What follows belongs to an exercise in optimizing a design on an open flow for small area; a production flow would make more cautious choices.
The RTL was checked by simulation tests, not by an equivalence proof against the original design.

Setup of run 1:
// fsk_rx
module fsk_rx (
    input  wire        clk,
    input  wire        rst,           
    input  wire        in_valid,
    input  wire [15:0] in_i,
    input  wire [15:0] in_q,
    output reg         db_valid,
    output reg  [7:0]  db_level,
    output reg  [31:0] db_maxsq,
    output reg         hit_valid,
    output reg         byte_valid,
    output reg  [7:0]  byte_data,
    output reg         byte_first,
    output reg         byte_last
);
For scale: ~2,900 cells after synthesis, about 88 I/O pins, roughly 24,000 µm² of cells after synthesis.
export LEC_CHECK = 0
export CAP_MARGIN = 0
export CORE_MARGIN = 2
export CORE_UTILIZATION = 40
export SLEW_MARGIN = 0
create_clock -name core_clock -period 12.0 [get_ports {clk}]
standard.sh (not shown) runs the stock make flow with config.mk's settings and CLKGATE_MAP_FILE= SYNTH_SCRIPT=/design/flow/synth_recipe.tcl, a recipe that flattens the netlist after the stock synthesis.
==> flow/flow/run.sh <==
#!/bin/bash
# Standard layout, with two changes:
#  - after the standard synthesis, flow/polarity.py removes the inverters
#    Yosys leaves between full adders (same function, same registers);
#  - ports are buffered with sky130_fd_sc_hd__buf_1.
set -euo pipefail
RES=$(sed -n 's/.*WORK_HOME=\([^ ]*\).*/\1/p' standard.sh | head -1)/results/$FLOW_PLATFORM/fsk_rx/base
LIB=$FLOW_HOME/platforms/$FLOW_PLATFORM/lib/sky130_fd_sc_hd__tt_025C_1v80.lib
bash standard.sh synth > synth.log 2>&1
cp "$RES/1_2_yosys.v" yosys_standard.v
python3 flow/polarity.py "$LIB" yosys_standard.v yosys_polarity.v > polarity.log 2>&1
cp yosys_polarity.v "$RES/1_2_yosys.v"
rm -f "$RES/1_synth.odb" "$RES/1_synth.sdc"
bash standard.sh "BUFFER_PORTS_ARGS=-buffer_cell sky130_fd_sc_hd__buf_1" \
  "CTS_ARGS=-sink_clustering_enable -repair_clock_nets -dont_use_dummy_load -buf_list sky130_fd_sc_hd__clkbuf_8" \
  finish > layout.log 2>&1
Other scripts of this flow, unchanged in this note and not shown: flow/flow/polarity.py
Run 1 closes out successfully: all stages finished, all timing, DRC and antenna checks passed.
> inputs changed (run 1 -> run 2)
- SLEW_MARGIN changed from 0 to 20
- CAP_MARGIN changed from 0 to 20
## What came out
- Run 2 finished every stage and its layout cleared the timing, DRC and antenna checks.
- Run 1 -> run 2: routed wire length flat
- Worst hold slack across run 1 and run 2: no real change.
- On final area, run 1 and run 2 are basically level.
> inputs changed (run 2 -> run 3)
--- a/flow/flow/run.sh
+++ b/flow/flow/run.sh
@@ -12,5 +12,3 @@
 cp yosys_polarity.v "$RES/1_2_yosys.v"
 rm -f "$RES/1_synth.odb" "$RES/1_synth.sdc"
-bash standard.sh "BUFFER_PORTS_ARGS=-buffer_cell sky130_fd_sc_hd__buf_1" \
-  "CTS_ARGS=-sink_clustering_enable -repair_clock_nets -dont_use_dummy_load -buf_list sky130_fd_sc_hd__clkbuf_8" \
-  finish > layout.log 2>&1
+bash standard.sh "BUFFER_PORTS_ARGS=-buffer_cell sky130_fd_sc_hd__buf_1" finish > layout.log 2>&1
--- outcome ---
- Compared with run 2, in run 3 sum of met3 wire segment lengths after detailed routing picked up an extra about 5%, met1 wire length lost 350 µm, number of antenna cells inserted lost 2, part of the cycle the worst path needs lost 1.3 points, global-route wire length before repair neither gained nor lost much.
- Run 3 reports its cell type of the slowest stage on the worst timing path as sky130_fd_sc_hd__nor4_1 while run 2 reports sky130_fd_sc_hd__o21ai_2.
Inputs modified between run 3 and run 4:
- CORE_UTILIZATION changed from 40 to 60
--- a/flow/flow/run.sh
+++ b/flow/flow/run.sh
@@ -12,3 +12,5 @@
 cp yosys_polarity.v "$RES/1_2_yosys.v"
 rm -f "$RES/1_synth.odb" "$RES/1_synth.sdc"
-bash standard.sh "BUFFER_PORTS_ARGS=-buffer_cell sky130_fd_sc_hd__buf_1" finish > layout.log 2>&1
+bash standard.sh "BUFFER_PORTS_ARGS=-buffer_cell sky130_fd_sc_hd__buf_1" \
+  "CTS_ARGS=-sink_clustering_enable -repair_clock_nets -dont_use_dummy_load -buf_list sky130_fd_sc_hd__clkbuf_8" \
+  finish > layout.log 2>&1
- Run 4 reached the final stage; the timing, DRC and antenna checks on its layout passed.
- On minimum setup slack in the final design, the higher figure sits with run 4, not run 3.
- Between run 4 and run 3, it is run 4 whose die width is lower, by about 18%.
- Wire length of the first global-routing pass on run 4 is ahead of run 3.
- There was hardly any difference in overall via count from detail_route between run 3 and run 4.
- Run 4 ended with less wire length than run 3.

re-timing with driven ports:
The flow's constraints put no driver on any port. The routed layouts listed below were extracted and timed again, unchanged, in two steps.
Step 1 (the two cells are an assumption about what drives the block):
set clk [get_ports {clk}]
set_driving_cell -lib_cell sky130_fd_sc_hd__clkbuf_16 $clk
set_driving_cell -lib_cell sky130_fd_sc_hd__buf_2 [delete_from_list [all_inputs] $clk]
Step 2 adds t to the input delays and takes it off the output delays; t is the mean of the earliest and latest rising clock arrival at the registers after step 1. Input paths then give back, and output paths get back, about the clock's delay inside the block.
Three values: no drivers, after step 1, after step 2; two values: the first two.
run | t (ns) | slack for setup (ns) | worst setup path after step 2 | clock arrival spread, ns | slew at the worst register clock pin (ns)
run 1 | 0.561 | 0.673 / 0.622 / 0.859 | input to register | 0.036 / 0.036 | 0.09 / 0.09
run 2 | 0.562 | 0.668 / 0.617 / 0.860 | input to register | 0.038 / 0.038 | 0.10 / 0.10
run 3 | 0.523 | 0.819 / 0.762 / 0.840 | input to register | 0.014 / 0.014 | 0.08 / 0.08
run 4 | 0.542 | 1.071 / 1.010 / 0.875 | input to register | 0.051 / 0.051 | 0.11 / 0.11
After both steps setup and hold are still met in every run listed. For run 4, which loses most, drivers alone change the setup slack by -0.061 ns; drivers and shift together by -0.196 ns.
